What follows belongs to an exercise in optimizing a design on an open flow for a short achievable clock period and few clock cycles; a production flow would make more cautious choices.
Function was checked by simulation only, so behaviour that the tests miss may differ from the original.
Power is estimated from default activity; no workload was simulated.

`flow/config.mk`:
```
export PLATFORM = sky130hd
export DESIGN_NAME = cie_cpu
export DESIGN_NICKNAME = cie_cpu
export VERILOG_FILES = /design/flow/design.v
export SDC_FILE = /design/flow/constraint.sdc
export NUM_CORES = 4
export LEC_CHECK = 0
export CAP_MARGIN = 20
export CORE_MARGIN = 2
export CORE_UTILIZATION = 35
export SLEW_MARGIN = 20
```
`flow/constraint.sdc`:
```
create_clock -name core_clock -period 7.0 [get_ports {clk}]
set_input_delay 1.4000 -clock core_clock [delete_from_list [all_inputs] [get_ports {clk}]]
set_output_delay 1.4000 -clock core_clock [all_outputs]
set_load 0.01 [all_outputs]
```
`flow/design.v`:
```
module cie_cpu (
    input  wire        clk,
    input  wire        rst,           
    output wire        mem_req,
    output wire        mem_we,
    output wire [15:0] mem_addr,
    output wire [15:0] mem_wdata,
    input  wire        mem_ready,
    input  wire [15:0] mem_rdata,
    output wire        in_ready,
    input  wire        in_valid,
    input  wire [15:0] in_data,
    output wire        out_valid,
    output wire [15:0] out_data,
    output wire        halted,
    output wire        err,
    output wire [15:0] err_word,
    output wire [15:0] acc,
    output wire [15:0] ix,
    output wire [15:0] pc,
    output wire        flag_e,
    output wire        alu_z,
    output wire        alu_n,
    output wire        alu_c,
    output wire        alu_v
);
    localparam [2:0] S_FETCH = 3'd0,    
                     S_OPND  = 3'd1,    
                     S_DATA  = 3'd2,    
                     S_IND   = 3'd3,    
                     S_STORE = 3'd4;    
    localparam XL = 0,    
               XR = 1,    
               XA = 2,    
               XS = 3,    
               XC = 4,    
               XN = 5,    
               XO = 6,    
               XE = 7,    
               XSL = 8,   
               XSR = 9,   
               XM = 10,   
               XI = 11,   
               XIN = 12,  
               XF = 13;   
    localparam NX = 14;
    reg [2:0]  st;
    reg        r_req, r_we, r_halt, r_err;
    reg [15:0] r_ar, r_pc, r_ir;
    reg [15:0] r_acc, r_ix;
    reg        r_e, r_z, r_n, r_c, r_v;
    reg [NX-1:0] p_op;          
    reg          p_ind, p_ldx, p_sto, p_jmp, p_jpe, p_jpn, p_mem;
    reg          xv;
    reg [NX-1:0] x_op;
    reg [15:0]   x_b;
    reg          x_out;         
    reg          x_inw;         
    wire [15:0] w   = mem_rdata;
    wire [7:0]  opc = w[15:8];
    wire        lng = opc[7];
    wire [6:0]  bo  = opc[6:0];
    reg          d_valid, d_end, d_imm, d_mem, d_ind, d_ldx, d_sto, d_jmp, d_jpe, d_jpn;
    reg          d_reg;         
    reg [NX-1:0] d_op;
    reg [15:0]   d_regb;        
    always @(*) begin
        d_valid = 1'b1; d_end = 1'b0; d_imm = 1'b0; d_mem = 1'b0; d_ind = 1'b0;
        d_ldx = 1'b0; d_sto = 1'b0; d_jmp = 1'b0; d_jpe = 1'b0; d_jpn = 1'b0;
        d_reg = 1'b0; d_op = {NX{1'b0}}; d_regb = 16'h0001;
        case (bo)
            7'h01: begin d_imm = 1'b1; d_op[XL] = 1'b1; end
            7'h02: begin d_mem = 1'b1; d_op[XL] = 1'b1; end
            7'h03: begin d_mem = 1'b1; d_ind = 1'b1; d_op[XL] = 1'b1; end
            7'h04: begin d_mem = 1'b1; d_ldx = 1'b1; d_op[XL] = 1'b1; end
            7'h05: begin d_imm = 1'b1; d_op[XR] = 1'b1; end
            7'h06: begin d_reg = 1'b1; d_op[XM] = 1'b1; d_valid = !lng; end
            7'h07: begin d_sto = 1'b1; end
            7'h08: begin d_imm = 1'b1; d_op[XA] = 1'b1; d_op[XF] = 1'b1; end
            7'h09: begin d_mem = 1'b1; d_op[XA] = 1'b1; d_op[XF] = 1'b1; end
            7'h0A: begin d_imm = 1'b1; d_op[XS] = 1'b1; d_op[XF] = 1'b1; end
            7'h0B: begin d_mem = 1'b1; d_op[XS] = 1'b1; d_op[XF] = 1'b1; end
            7'h0C: begin d_reg = 1'b1; d_op[XA] = 1'b1; d_valid = !lng; end
            7'h0D: begin d_reg = 1'b1; d_op[XI] = 1'b1; d_valid = !lng; end
            7'h0E: begin d_reg = 1'b1; d_op[XA] = 1'b1; d_regb = 16'hFFFF; d_valid = !lng; end
            7'h0F: begin d_reg = 1'b1; d_op[XI] = 1'b1; d_regb = 16'hFFFF; d_valid = !lng; end
            7'h10: begin d_jmp = 1'b1; end
            7'h11: begin d_imm = 1'b1; d_op[XC] = 1'b1; d_op[XF] = 1'b1; end
            7'h12: begin d_mem = 1'b1; d_op[XC] = 1'b1; d_op[XF] = 1'b1; end
            7'h13: begin d_mem = 1'b1; d_ind = 1'b1; d_op[XC] = 1'b1; d_op[XF] = 1'b1; end
            7'h14: begin d_jpe = 1'b1; end
            7'h15: begin d_jpn = 1'b1; end
            7'h16: begin d_imm = 1'b1; d_op[XN] = 1'b1; d_op[XF] = 1'b1; end
            7'h17: begin d_mem = 1'b1; d_op[XN] = 1'b1; d_op[XF] = 1'b1; end
            7'h18: begin d_imm = 1'b1; d_op[XO] = 1'b1; d_op[XF] = 1'b1; end
            7'h19: begin d_mem = 1'b1; d_op[XO] = 1'b1; d_op[XF] = 1'b1; end
            7'h1A: begin d_imm = 1'b1; d_op[XE] = 1'b1; d_op[XF] = 1'b1; end
            7'h1B: begin d_mem = 1'b1; d_op[XE] = 1'b1; d_op[XF] = 1'b1; end
            7'h1C: begin d_imm = 1'b1; d_op[XSL] = 1'b1; d_op[XF] = 1'b1; end
            7'h1D: begin d_imm = 1'b1; d_op[XSR] = 1'b1; d_op[XF] = 1'b1; end
            7'h1E: begin d_reg = 1'b1; d_op[XIN] = 1'b1; d_valid = !lng; end
            7'h1F: begin d_reg = 1'b1; d_valid = !lng; end           
            7'h20: begin d_end = 1'b1; d_valid = !lng; end
            default: d_valid = 1'b0;
        endcase
    end
    wire d_out = (bo == 7'h1F);
    wire        x_sub  = x_op[XS] | x_op[XC];
    wire [15:0] x_bb   = x_sub ? ~x_b : x_b;
    wire [16:0] x_sum  = {1'b0, r_acc} + {1'b0, x_bb} + {16'd0, x_sub};
    wire [15:0] x_shl  = (|x_b[15:4]) ? 16'd0 : (r_acc << x_b[3:0]);
    wire [15:0] x_shr  = (|x_b[15:4]) ? 16'd0 : (r_acc >> x_b[3:0]);
    wire        x_go   = xv & ~(x_op[XIN] & ~in_valid);
    reg [15:0] x_res;
    always @(*) begin
        x_res = x_sum[15:0];
        if (x_op[XN])  x_res = r_acc & x_b;
        if (x_op[XO])  x_res = r_acc | x_b;
        if (x_op[XE])  x_res = r_acc ^ x_b;
        if (x_op[XSL]) x_res = x_shl;
        if (x_op[XSR]) x_res = x_shr;
    end
    wire x_arith = x_op[XA] | x_op[XS] | x_op[XC];
    wire x_cy    = x_arith & (x_sum[16] ^ x_sub);
    wire x_ov    = x_arith & (r_acc[15] == x_bb[15]) & (x_sum[15] != r_acc[15]);
    wire x_eq    = (r_acc == x_b);
    wire x_wacc = x_op[XL] | x_op[XA] | x_op[XS] | x_op[XN] | x_op[XO] | x_op[XE]
                | x_op[XSL] | x_op[XSR] | x_op[XIN];
    wire x_wix  = x_op[XR] | x_op[XM] | x_op[XI];
    wire [15:0] x_accn = x_op[XL] ? x_b : x_op[XIN] ? in_data : x_res;
    wire [15:0] x_ixn  = x_op[XR] ? x_b : x_op[XM] ? r_acc : (r_ix + x_b);
    wire [15:0] ix_fwd = (xv & x_wix) ? x_ixn : r_ix;
    wire        e_fwd  = (xv & x_op[XC]) ? x_eq : r_e;
    wire mem_stall = r_req & ~mem_ready;
    wire in_stall  = xv & x_op[XIN] & ~in_valid;
    wire adv       = ~r_halt & ~mem_stall & ~in_stall;
    wire [15:0] pc1 = r_pc + 16'd1;
    wire [15:0] w8  = {8'd0, w[7:0]};
    wire [15:0] ax8 = w8 + ix_fwd;
    wire [15:0] axw = w + r_ix;
    always @(posedge clk) begin
        if (rst) begin
            st     <= S_FETCH;
            r_req  <= 1'b1;
            r_we   <= 1'b0;
            r_halt <= 1'b0;
            r_err  <= 1'b0;
            r_ar   <= 16'd0;
            r_pc   <= 16'd0;
            r_ir   <= 16'd0;
            r_acc  <= 16'd0;
            r_ix   <= 16'd0;
            r_e    <= 1'b0;
            r_z    <= 1'b0;
            r_n    <= 1'b0;
            r_c    <= 1'b0;
            r_v    <= 1'b0;
            xv     <= 1'b0;
            x_out  <= 1'b0;
            x_inw  <= 1'b0;
            x_op   <= {NX{1'b0}};
            x_b    <= 16'd0;
            p_op   <= {NX{1'b0}};
            p_ind  <= 1'b0;
            p_ldx  <= 1'b0;
            p_sto  <= 1'b0;
            p_jmp  <= 1'b0;
            p_jpe  <= 1'b0;
            p_jpn  <= 1'b0;
            p_mem  <= 1'b0;
        end else begin
            if (x_go) begin
                if (x_wacc) r_acc <= x_accn;
                if (x_wix)  r_ix  <= x_ixn;
                if (x_op[XF]) begin
                    r_z <= (x_res == 16'd0);
                    r_n <= x_res[15];
                    r_c <= x_cy;
                    r_v <= x_ov;
                end
                if (x_op[XC]) r_e <= x_eq;
            end
            if (x_go) begin
                xv    <= 1'b0;
                x_out <= 1'b0;
                x_inw <= 1'b0;
            end
            if (adv) begin
                r_we <= 1'b0;
                case (st)
                    S_FETCH: begin
                        r_ir  <= w;
                        r_pc  <= pc1;
                        r_ar  <= pc1;
                        p_op  <= d_op;
                        p_ind <= d_ind;
                        p_ldx <= d_ldx;
                        p_sto <= d_sto;
                        p_jmp <= d_jmp;
                        p_jpe <= d_jpe;
                        p_jpn <= d_jpn;
                        p_mem <= d_mem;
                        if (!d_valid) begin
                            r_halt <= 1'b1;
                            r_err  <= 1'b1;
                            r_req  <= 1'b0;
                        end else if (d_end) begin
                            r_halt <= 1'b1;
                            r_req  <= 1'b0;
                        end else if (lng) begin
                            st <= S_OPND;
                        end else if (d_imm) begin
                            xv   <= 1'b1;
                            x_op <= d_op;
                            x_b  <= w8;
                        end else if (d_reg) begin
                            xv    <= 1'b1;
                            x_op  <= d_op;
                            x_b   <= d_regb;
                            x_out <= d_out;
                            x_inw <= d_op[XIN];
                        end else if (d_mem) begin
                            r_ar <= d_ldx ? ax8 : w8;
                            st   <= S_DATA;
                        end else if (d_sto) begin
                            r_ar <= w8;
                            r_we <= 1'b1;
                            st   <= S_STORE;
                        end else if (d_jmp | (d_jpe & e_fwd) | (d_jpn & ~e_fwd)) begin
                            r_pc <= w8;
                            r_ar <= w8;
                        end
                    end
                    S_OPND: begin
                        r_pc <= pc1;
                        r_ar <= pc1;
                        st   <= S_FETCH;
                        if (p_mem) begin
                            r_ar <= p_ldx ? axw : w;
                            st   <= S_DATA;
                        end else if (p_sto) begin
                            r_ar <= w;
                            r_we <= 1'b1;
                            st   <= S_STORE;
                        end else if (p_jmp | (p_jpe & r_e) | (p_jpn & ~r_e)) begin
                            r_pc <= w;
                            r_ar <= w;
                        end else if (!(p_jpe | p_jpn)) begin
                            xv   <= 1'b1;
                            x_op <= p_op;
                            x_b  <= w;
                        end
                    end
                    S_DATA: begin
                        if (p_ind) begin
                            r_ar <= w;
                            st   <= S_IND;
                        end else begin
                            r_ar <= r_pc;
                            st   <= S_FETCH;
                            xv   <= 1'b1;
                            x_op <= p_op;
                            x_b  <= w;
                        end
                    end
                    S_IND: begin
                        r_ar <= r_pc;
                        st   <= S_FETCH;
                        xv   <= 1'b1;
                        x_op <= p_op;
                        x_b  <= w;
                    end
                    default: begin    
                        r_ar <= r_pc;
                        st   <= S_FETCH;
                    end
                endcase
            end
        end
    end
    assign mem_req   = r_req;
    assign mem_we    = r_we & ~rst;       
    assign mem_addr  = r_ar;
    assign mem_wdata = r_acc;
    assign in_ready  = x_inw;
    assign out_valid = x_out;
    assign out_data  = r_acc;
    assign halted   = r_halt;
    assign err      = r_err;
    assign err_word = r_ir;
    assign acc      = r_acc;
    assign ix       = r_ix;
    assign pc       = r_pc;
    assign flag_e   = r_e;
    assign alu_z    = r_z;
    assign alu_n    = r_n;
    assign alu_c    = r_c;
    assign alu_v    = r_v;
endmodule
```
`flow/run.sh`:
```
#!/bin/bash
# synth_recipe.tcl (not shown) runs the flow's synth.tcl, then flattens the netlist and writes it again
# the make line also repeats each setting of config.mk as NAME=value (left out here)
make -C /OpenROAD-flow-scripts/flow DESIGN_CONFIG=/design/flow/config.mk WORK_HOME=/design/flow/orfs CLKGATE_MAP_FILE= SYNTH_SCRIPT=/design/flow/synth_recipe.tcl finish
```
==> flow_metrics.env <==
export IMPL_outcome="timing/DRC/antenna clean"
export IMPL_multi_input_area_mm2=0.01031
export IMPL_synth_most_common_cell="nor2_1"
export IMPL_regArea_mm2=0.002925
export IMPL_hold_path_end="r_ir[9]$_SDFFE_PP0P_"
export IMPL_filler_cell_count=4220
export IMPL_setup_viol=0
export IMPL_start_kind="flip-flop"
export IMPL_ir_drop_mv=0.1887
export IMPL_use_met3_pct=3.721
export IMPL_finalCritPeriodShare_pct=70.12
export IMPL_placement_io_buffers=158
export IMPL_num_nets_final=2167
export IMPL_min_from="r_ir[9]$_SDFFE_PP0P_"
export IMPL_skew_ns=0.01055
export IMPL_syn_inst=1991
export IMPL_ys_top_cells_by_count="269 x nor2_1, 203 x a21oi_1, 187 x nand2_1"
export IMPL_worstMarginPinSlew_ns=1.022
export IMPL_grt_util_met1_pct=37.00
export IMPL_post_route_util_pct=41.15
export IMPL_synth_yosys_seq_area_share_pct=20.40
export IMPL_avgViaCountPerCell=6.050
export IMPL_hp_class="flip-flop to flip-flop"
export IMPL_grt_overflow=0
export IMPL_syn_avg_cell_area_um2=7.195
export IMPL_drv_slew=0
export IMPL_detail_route_wirelength_um=60700
export IMPL_wire_per_inst_um=23.49
export IMPL_ctsHoldBuffers=0
export IMPL_maxSlewHeadroom_pct=31.41
export IMPL_drtIter0Drc=1547
export IMPL_crit_type="flip-flop to flip-flop"
export IMPL_p_leak_nw=6.270
export IMPL_synth_edf_count=0
export IMPL_grt_met2_usage_pct=47.22
export IMPL_grt_pass1_vias=14610
export IMPL_cts_tree="yes"
export IMPL_die_w_um=206.3
export IMPL_antenna_found_initial=0
export IMPL_max_clock_path_buffers=2
export IMPL_path_clk_slew_ns=0.07
export IMPL_cts_resized=0
export IMPL_final_hold_viol_count=0
export IMPL_final_area_mm2=0.01672
export IMPL_reg2reg_depth=17
export IMPL_drc_errors=0
export IMPL_grt_most_used_layer="met2"
export IMPL_globalplace_congestion=0.9633
export IMPL_synth_area_leader_cell="dfxtp_1"
export IMPL_synth_ff_type="dfxtp_1"
export IMPL_via_count=15630
export IMPL_max_freq_mhz=203.7
export IMPL_async_flop_share_pct=0
export IMPL_end_kind="flip-flop"
export IMPL_cp_max_fo=14
export IMPL_clockRootBuffer="clkbuf_16"
export IMPL_cts_buffers=17
export IMPL_powerDensity_mw_per_mm2=159.3
export IMPL_dieArea_mm2=0.04257
export IMPL_ant_nets=0
export IMPL_netlist_area_mm2=0.01433
export IMPL_grt_pass1_wl_um=91260
export IMPL_synth_area_leaders="dfxtp_1 20%, ha_1 7.7%, a21oi_1 7.1%"
export IMPL_finalSetupTns_ns=0
export IMPL_clk_latency_ns=0.46
export IMPL_first_pass_iters=6
export IMPL_die_h_um=206.3
export IMPL_arrival_ns=5.24
export IMPL_drive_above_1_share_pct=7.164
export IMPL_grt_max_degree=87
export IMPL_rows=74
export IMPL_grt_setup_unrepaired="false"
export IMPL_synth_top_area_share_pct=20.40
export IMPL_yosysWarnings=1
export IMPL_power_total_mw=2.665
export IMPL_post_dp_cell_area_mm2=0.01614
export IMPL_htreeDepth=4
export IMPL_core_area_mm2=0.04065
export IMPL_synthToLayoutAreaGrowth_pct=16.74
export IMPL_synthesis_nets=2119
export IMPL_reg2reg_from="x_b[0]$_SDFFE_PP0P_"
export IMPL_ys_ff_latch=146
export IMPL_cts_sink_count=146
export IMPL_whs_path_depth=2
export IMPL_hpwl_um=44530
export IMPL_synth_distinct_cells=85
export IMPL_grt_total_usage_pct=28.36
export IMPL_cts_setup_buffers=0
export IMPL_ios=159
export IMPL_drv_cap=0
export IMPL_worstPathRequired_ns=7.33
export IMPL_r2r_setup_slack_ns=2.09
export IMPL_period_minus_slack_ns=4.909
export IMPL_start_util_pct=35.25
export IMPL_n_antenna_cell=0
export IMPL_r2r_end="r_ar[9]$_SDFFE_PP0P_"
[per-stage QoR]
step / std cells / setup WS [ns] / hold WS (ns)
floorplan: 1991 / 2.864 / 0.4318
global placement: 2552 / 1.948 / 0.4369
detailed placement: 2552 / 1.970 / 0.4464
CTS: 2584 / 2.096 / 0.4561
global route: 2584 / 1.754 / 0.4699
finish: 2584 / 2.091 / 0.4571
[how the worst max path moves through the flow]
stage	from	slack, ns	end
after floorplan	r_ix[0]$_SDFFE_PP0P_	2.86	r_ar[9]$_SDFFE_PP0P_
after global placement	mem_rdata[9]	1.95	x_out$_SDFF_PP0_
after detailed placement	mem_rdata[12]	1.97	r_pc[6]$_SDFFE_PP0P_
after CTS	x_b[0]$_SDFFE_PP0P_	2.10	r_ar[9]$_SDFFE_PP0P_
after global routing	x_b[0]$_SDFFE_PP0P_	1.75	r_ar[9]$_SDFFE_PP0P_
final	x_b[0]$_SDFFE_PP0P_	2.09	r_ar[9]$_SDFFE_PP0P_
[power breakdown]
group          leakage (nW)  switching [mW]  internal, mW  total [mW]
Sequential             1.19          0.0666         0.872       0.939
Combinational          4.80           0.476         0.294       0.770
Clock                 0.282           0.424         0.532       0.956
Total                  6.27           0.967          1.70        2.66
[state kept, by name, indices dropped and copies added, names as in the netlist, 3 cells and up]
| register | cells |
|---|---|
| r_acc | 16 |
| r_ar | 16 |
| r_ir | 16 |
| r_ix | 16 |
| r_pc | 16 |
| x_b | 16 |
| p_op | 14 |
| x_op | 14 |
| st | 3 |
[worst max-delay path: stages (launching register included)]
cell and delay, ns:
dfxtp_2 0.45, ha_1 0.30, fa_1 0.44, a211oi_1 0.34, nor2_1 0.11, o311ai_0 0.34, o21ai_0 0.21, o21ai_0 0.22
ha_1 0.32, nand3_1 0.11, o211ai_1 0.12, or4_1 0.44, and3_1 0.21, o21ai_0 0.19, xor2_1 0.27, o22ai_1 0.13
a2111oi_0 0.42, o21ai_0 0.14
[logic make-up (layout without fill, tap and decap cells)]
kind of cell             Yosys count  count (layout)  share of synthesized area, %
AO/OA/AOI/OAI                    610             610                         27.51
flip-flops                       146             146                         20.40
buffers and inverters            249             310                         7.878
adder cells (fa/ha/maj)           92              92                         8.245
multiplexers                      81              81                         7.537
XOR/XNOR                          78              78                         4.769
AND/OR/NAND/NOR                  735             735                         23.66
[metal layers]
layer / vias to the layer above / wire (um)
met4: 0 / 2480
met3: 140 / 4214
li1: 7312 / -
met5: - / 0
met2: 734 / 28140
met1: 7446 / 25870
[cell type report]
cell class / count / area share, %
clock buffer: 19 / 2.588
sequential: 146 / 17.49
inverter: 65 / 1.459
timing repair buffer: 213 / 11.91
clock inverter: 13 / 0.9052
tap: 532 / 3.980
multi-input combinational: 1596 / 61.67
[cell usage in the layout (no fill, tap or decap), drive strengths merged, types with 12 or more instances in the layout]
cell type	count
nor2	269
a21oi	203
nand2	187
clkdlybuf4s50	157
dfxtp	146
o21ai	112
ha	88
nor3	73
inv	66
buf	56
xnor2	51
nand3	51
mux2i	46
a211oi	46
o211ai	33
nand2b	28
xor2	27
a21o	23
nor2b	23
nor4	23
a221oi	21
clkbuf	19
mux4	19
o21a	18
o22ai	18
a31oi	17
mux2	16
and2	15
nand4	14
a311oi	12
Testbench counts, summed over its fixed seeds: cycles 135,178.

-- afterwards: timing with drivers on the ports --
No port has a modelled driver above. Below, the same layout with a new extraction and two added sets of constraints. Step 1, drivers: a clkbuf_16 drives clk and a buf_2 each remaining input, both assumed. Step 2 also shifts input and output timing later by t, the mid clock arrival at the registers, as if the neighbouring blocks saw the same clock. Three values: ideal ports, drivers, drivers and shift; two values: the first two.
t (ns): 0.500
setup WS [ns]: 2.091 / 2.091 / 1.852
worst setup path at the end: input to register
slew at the worst register clock pin (ns): 0.07 / 0.07
After both steps setup and hold are still met in this run. The setup slack of this run moves by 0.000 ns with the drivers and by -0.239 ns with both steps.
